This is an optimization exercise on Yosys and OpenROAD, whose aim is small area, a short achievable clock period and few clock cycles, not a production implementation.

## job 101
// dani_deframer
module dani_deframer (
    input  wire         clk,
    input  wire         rst,            
    input  wire         cfg_proto,      
    input  wire [3:0]   cfg_ctrl_hi,    
    input  wire [7:0]   cfg_sq_code,    
    input  wire [27:0]  cfg_rsplen,     
    input  wire         in_valid,
    input  wire [7:0]   in_data,
    output wire         in_ready,
    output reg          out_valid,
    input  wire         out_ready,
    output wire [4:0]   out_len,        
    output wire [143:0] out_frame,      
    output wire [15:0]  out_drops       
);
    localparam BUFN = 18;
    reg              proto_q;
    reg [3:0]        ctrl_q;
    reg [7:0]        sq_q;
    reg [27:0]       rsplen_q;
    reg [8*BUFN-1:0] bufn_q;    
    wire [8*BUFN-1:0] buf_q = ~bufn_q;
    reg [4:0]        cnt_q;     
    reg              in_rdy_q;  
    reg [15:0]       drops_q;   
    reg              drop_q;    
    reg [4:0]        skip_q;    
    reg              sof0_q;    
    reg [BUFN-1:4]   omn_q;     
    reg              hd_drop;   
    reg              hd_cand;   
    reg [3:0]        hd_v;      
    reg [BUFN-1:4]   hd_ltn;    
    wire [BUFN-1:4]  hd_lt = ~hd_ltn;
    integer i;
    function [BUFN+1:0] hdr_dec;    
        input [7:0] x0, x1, x2;
        input [1:0] p;
        reg         start, hdr, plaus;
        reg  [3:0]  n;
        reg  [BUFN-1:4] lt;
        integer     k;
        begin
            if (!proto_q) begin
                start = (x0 == 8'hAA);
                hdr   = (p >= 2'd2);
                plaus = (x1[7:4] == ctrl_q) && (x1[3:0] != 4'd0) && (x1[3:0] <= 4'd9);
                n     = x1[3:0];
            end else begin
                start = (x0[7:1] == 7'b1111101);
                hdr   = (p == 2'd3);
                plaus = 1'b1;
                n     = 4'd0;
                if (!x0[0]) begin
                    case (x2)
                        8'hF6: n = 4'd3;
                        8'hF3: n = 4'd1;
                        8'h83: n = 4'd2;
                        8'h9B: n = 4'd1;
                        8'h96: n = 4'd8;
                        8'h97: n = 4'd8;
                        default: begin
                            if (x2 != sq_q) plaus = 1'b0;
                        end
                    endcase
                end else begin
                    case (x2)
  ...
Size in the first run: roughly 1900 cells after synthesis, ~250 flip-flops, ~220 I/O pins, roughly 0.016 mm^2 of cells after synthesis.
clock: 28.0 ns
lec_check: 0
cap_margin: 20
cell_pad_in_sites_detail_placement: 2
cell_pad_in_sites_global_placement: 2
core_margin: 2
core_utilization: 30
place_density: 0.5
slew_margin: 20
standard.sh (not shown) runs the stock make flow with config.mk's settings and CLKGATE_MAP_FILE= SYNTH_SCRIPT=/design/flow/synth_recipe.tcl, a recipe that flattens the netlist after the stock synthesis.
==> flow/flow/run.sh <==
#!/bin/bash
# Standard layout, except that the port buffers are the small
# sky130_fd_sc_hd__buf_1 instead of the cell buffer_ports picks by itself.
set -euo pipefail
export BUFFER_PORTS_ARGS="-buffer_cell sky130_fd_sc_hd__buf_1"
bash standard.sh > standard.log 2>&1
Job 101 was carried through to the last stage, and its layout satisfied the timing, DRC and antenna checks.
### job 101 -> job 102
-- flow/design.v --
<<< job 101, line 149
    wire [BUFN+1:0] dec1 = hdr_dec(buf_q[15:8], buf_q[23:16], buf_q[31:24], p1);
    wire [BUFN+1:0] dec  = remove ? dec1 : dec0;
    reg [BUFN-1:0] sel_ld, sel_sh, sel_hd;
    reg [8*BUFN-1:0] buf_d;
    always @(*) begin
        for (i = 0; i < BUFN; i = i + 1) begin
            sel_ld[i] = (i + 1 >= cnt_q) && (rm_now || (i >= cnt_q) || (rm_rdy && out_ready));
            sel_sh[i] = (i + 1 < cnt_q) && (rm_now || (rm_rdy && out_ready));
            sel_hd[i] = (i < cnt_q) && !(rm_now || (rm_rdy && out_ready));
            buf_d[8*i +: 8] = ({8{sel_hd[i]}} & bufn_q[8*i +: 8]) |
                              ({8{sel_ld[i]}} & ~in_data) |
                              ({8{sel_sh[i]}} & ((i == BUFN - 1) ? 8'hFF : bufn_q[8*(i+1) +: 8]));
        end
    end
>>> job 102, line 149
    wire [BUFN+1:0] dec1 = hdr_dec(buf_q[15:8], buf_q[23:16], buf_q[31:24], p1);
    wire [BUFN+1:0] dec  = remove ? dec1 : dec0;
    reg [BUFN-1:0] ld_in, en;
    always @(*) begin
        for (i = 0; i < BUFN; i = i + 1) begin
            ld_in[i] = (i + 1 >= cnt_q);
            en[i]    = (rm_now || (i >= cnt_q)) || (rm_rdy && out_ready);
        end
    end
<<< job 101, line 178
        sq_q     <= cfg_sq_code;
        rsplen_q <= cfg_rsplen;
        bufn_q   <= buf_d;
        hd_v  <= dec[BUFN-1:BUFN-4];
        hd_ltn <= ~dec[BUFN-5:0];
>>> job 102, line 173
        sq_q     <= cfg_sq_code;
        rsplen_q <= cfg_rsplen;
        for (i = 0; i < BUFN; i = i + 1)
            if (en[i])
                bufn_q[8*i +: 8] <= (ld_in[i] || i == BUFN - 1) ? ~in_data : bufn_q[8*(i+1) +: 8];
        hd_v  <= dec[BUFN-1:BUFN-4];
        hd_ltn <= ~dec[BUFN-5:0];
Findings:
All of job 102 and job 101 finish clean. Job 102 against job 101: cell count down about 4%; H-tree depth reported by CTS down 1; number of logic inverters in the finished layout up about 0.8%; buffers plus inverters on the worst setup path down 2. Compare job 102 and job 101 | slack of the critical path lower: job 102. Job 102 against job 101: via density per instance went down by 0.27; cell count after synthesis went down by 121; antenna diode count went up by 1.
No functional check of the RTL was part of any run of this note.

* * *

the reference run:
Another version of the RTL of dani_deframer (not shown whole).
Size: about 1,800 cells after synthesis, roughly 260 flip-flops, about 17,000 µm² of cells after synthesis.
clock: 28.0 ns
lec_check: 0
cap_margin: 20
cell_pad_in_sites_detail_placement: 2
cell_pad_in_sites_global_placement: 2
core_margin: 2
core_utilization: 30
cts_cluster_diameter: 100
cts_cluster_size: 22
place_density: 0.5
slew_margin: 50
Scripts as last shown in full above: flow/flow/run.sh
Per the final summary, the reference run finished and its layout is clean on timing, DRC and antenna.
Inputs modified between the reference run and the trial run:
-- flow/design.v --
<<< the reference run, line 17
    localparam BUFN = 18;
    reg              proto_q;
    reg              pn_q;      
    reg [3:0]        ctrl_q;
    reg [7:0]        sq_q;
    reg [27:0]       rsplen_q;
    localparam [8*BUFN-1:0] INV = {{(8*BUFN-24){1'b1}}, 24'd0};
    reg [8*BUFN-1:0] bufs_q;
    wire [8*BUFN-1:0] buf_q = bufs_q ^ INV;
    reg [BUFN-1:0]   occ_q;     
    reg [15:0]       drops_q;   
>>> the trial run, line 17
    localparam BUFN = 18;
    reg              proto_q;
    reg [7:0]        sq_q;
    reg [8*BUFN-1:0] bufn_q;    
    wire [8*BUFN-1:0] buf_q = ~bufn_q;
    reg [BUFN-1:0]   occ_q;     
    reg [15:0]       drops_q;   
<<< the reference run, line 46
                start = (x0 == 8'hAA);
                hdr   = (p >= 2'd2);
                plaus = (x1[7:4] == ctrl_q) && (x1[3:0] != 4'd0) && (x1[3:0] <= 4'd9);
                n     = x1[3:0];
            end else begin
>>> the trial run, line 42
                start = (x0 == 8'hAA);
                hdr   = (p >= 2'd2);
                plaus = (x1[7:4] == cfg_ctrl_hi) && (x1[3:0] != 4'd0) && (x1[3:0] <= 4'd9);
                n     = x1[3:0];
            end else begin
<<< the reference run, line 67
                end else begin
                    case (x2)
                        8'hF6: n = rsplen_q[3:0];
                        8'hF3: n = rsplen_q[7:4];
                        8'h83: n = rsplen_q[11:8];
                        8'h9B: n = rsplen_q[15:12];
                        8'h96: n = rsplen_q[19:16];
                        8'h97: n = rsplen_q[23:20];
                        default: n = (x2 == sq_q) ? rsplen_q[27:24] : 4'hF;
                    endcase
                    plaus = (n != 4'hF);
>>> the trial run, line 63
                end else begin
                    case (x2)
                        8'hF6: n = cfg_rsplen[3:0];
                        8'hF3: n = cfg_rsplen[7:4];
                        8'h83: n = cfg_rsplen[11:8];
                        8'h9B: n = cfg_rsplen[15:12];
                        8'h96: n = cfg_rsplen[19:16];
                        8'h97: n = cfg_rsplen[23:20];
                        default: n = (x2 == sq_q) ? cfg_rsplen[27:24] : 4'hF;
                    endcase
                    plaus = (n != 4'hF);
<<< the reference run, line 92
        for (i = 0; i < BUFN; i = i + 1) begin
            at_eof[i] = lt_t[i] && (i == BUFN - 1 || !lt_t[i+1]);
            at_chk[i] = !pn_q ? at_eof[i] : (i < BUFN - 1 && lt_t[i+1] && (i == BUFN - 2 || !lt_t[i+2]));
            if (at_chk[i])
                chk = chk | buf_q[8*i +: 8];
>>> the trial run, line 88
        for (i = 0; i < BUFN; i = i + 1) begin
            at_eof[i] = lt_t[i] && (i == BUFN - 1 || !lt_t[i+1]);
            at_chk[i] = proto_q ? at_eof[i] : (i < BUFN - 1 && lt_t[i+1] && (i == BUFN - 2 || !lt_t[i+2]));
            if (at_chk[i])
                chk = chk | buf_q[8*i +: 8];
<<< the reference run, line 99
            term[i] = lt_t[i] ? buf_q[8*i +: 8] : 8'h00;
        end
        term[0] = {1'b1, !pn_q, 1'b1, !pn_q, 1'b1, 1'b0, 1'b1, pn_q || buf_q[0]};
        if (pn_q) begin
            term[1] = 8'h00;
            term[3] = 8'h00;
>>> the trial run, line 95
            term[i] = lt_t[i] ? buf_q[8*i +: 8] : 8'h00;
        end
        term[0] = {1'b1, proto_q, 1'b1, proto_q, 1'b1, 1'b0, 1'b1, !proto_q || buf_q[0]};
        if (!proto_q) begin
            term[1] = 8'h00;
            term[3] = 8'h00;
<<< the reference run, line 162
    generate
        for (g = 1; g < 4; g = g + 1) begin : g_out_lo
            assign out_frame[8*g +: 8] = bufs_q[8*(g-1) +: 8];
        end
        for (g = 4; g < BUFN; g = g + 1) begin : g_out
            assign out_frame[8*g +: 8] = ~(bufs_q[8*(g-1) +: 8] | {8{omn_q[g]}});
        end
    endgenerate
>>> the trial run, line 158
    generate
        for (g = 1; g < 4; g = g + 1) begin : g_out_lo
            assign out_frame[8*g +: 8] = buf_q[8*(g-1) +: 8];
        end
        for (g = 4; g < BUFN; g = g + 1) begin : g_out
            assign out_frame[8*g +: 8] = ~(bufn_q[8*(g-1) +: 8] | {8{omn_q[g]}});
        end
    endgenerate
<<< the reference run, line 172
    always @(posedge clk) begin
        proto_q  <= cfg_proto;
        pn_q     <= !cfg_proto;
        sq_q     <= cfg_sq_code;
        ctrl_q   <= cfg_ctrl_hi;
        rsplen_q <= cfg_rsplen;
        for (i = 0; i < BUFN; i = i + 1)
            if (en[i])
                bufs_q[8*i +: 8] <= ((ld_in[i] || i == BUFN - 1) ? in_data : buf_q[8*((i+1)%BUFN) +: 8]) ^ INV[8*i +: 8];
        hd_v  <= dec[3:0];
        hd_ltn <= ~dec_lt;
>>> the trial run, line 168
    always @(posedge clk) begin
        proto_q  <= cfg_proto;
        sq_q     <= cfg_sq_code;
        for (i = 0; i < BUFN; i = i + 1)
            if (en[i])
                bufn_q[8*i +: 8] <= (ld_in[i] || i == BUFN - 1) ? ~in_data : bufn_q[8*(i+1) +: 8];
        hd_v  <= dec[3:0];
        hd_ltn <= ~dec_lt;
- In the trial run, the non-clock buffer count came out 8 above the value in the reference run.
- Having completed the whole flow, the trial run delivered a layout that passed the timing, DRC and antenna checks.
- Going from the reference run to the trial run, via count now smaller; non-clock buffer area fraction after layout now larger.
- The minimum period implied by the final worst setup slack number comes out lower for the reference run vs the trial run.
- Relative to the reference run, layout cell share with drive strength beyond 1 has increased by 4.4 points in the trial run.
- Compared with the reference run, in the trial run fraction of met1 tracks used by global routing went up 1.5 points, post-layout worst setup margin went down 0.41 ns.
- Diff the reference run -> the trial run: final cell count lost 5.4%; placer congestion estimate picked up an extra 2.2%.
- Synthesis-to-layout area growth (higher): the trial run
- From the reference run to the trial run the numbers moved as follows: detailed-routed wire length on met2 shows no meaningful change; average footprint of a synthesized cell +2.4%.
No functional check of the RTL was part of any run of this note.

[afterwards: timing with drivers on the ports]
Ports are ideal in the flow. The routed layouts listed here were re-timed in OpenROAD. Step 1 sets driving cells, clkbuf_16 on the clock port and buf_2 on the other inputs (assumed; they add their load-dependent delay and slew). Step 2, shift: input delay + t, output delay - t, t = (earliest + latest rising clock arrival at the registers) / 2. This alone moves slack from input paths to output paths. Three values: ideal, step 1, step 2; two values: the first two.
run	shift t [ns]	slack for setup (ns)	worst slew at a driven data input, ns
job 101	0.602	20.125 / 20.160 / 19.558	0.04
job 102	0.649	19.737 / 19.757 / 19.108	0.04
the reference run	0.593	20.740 / 20.681 / 20.647	0.05
the trial run	0.583	20.331 / 20.362 / 19.779	0.05
After both steps setup and hold are still met in every run listed. The setup slack of job 102, which loses most, moves by +0.020 ns with the drivers and by -0.629 ns with both steps.
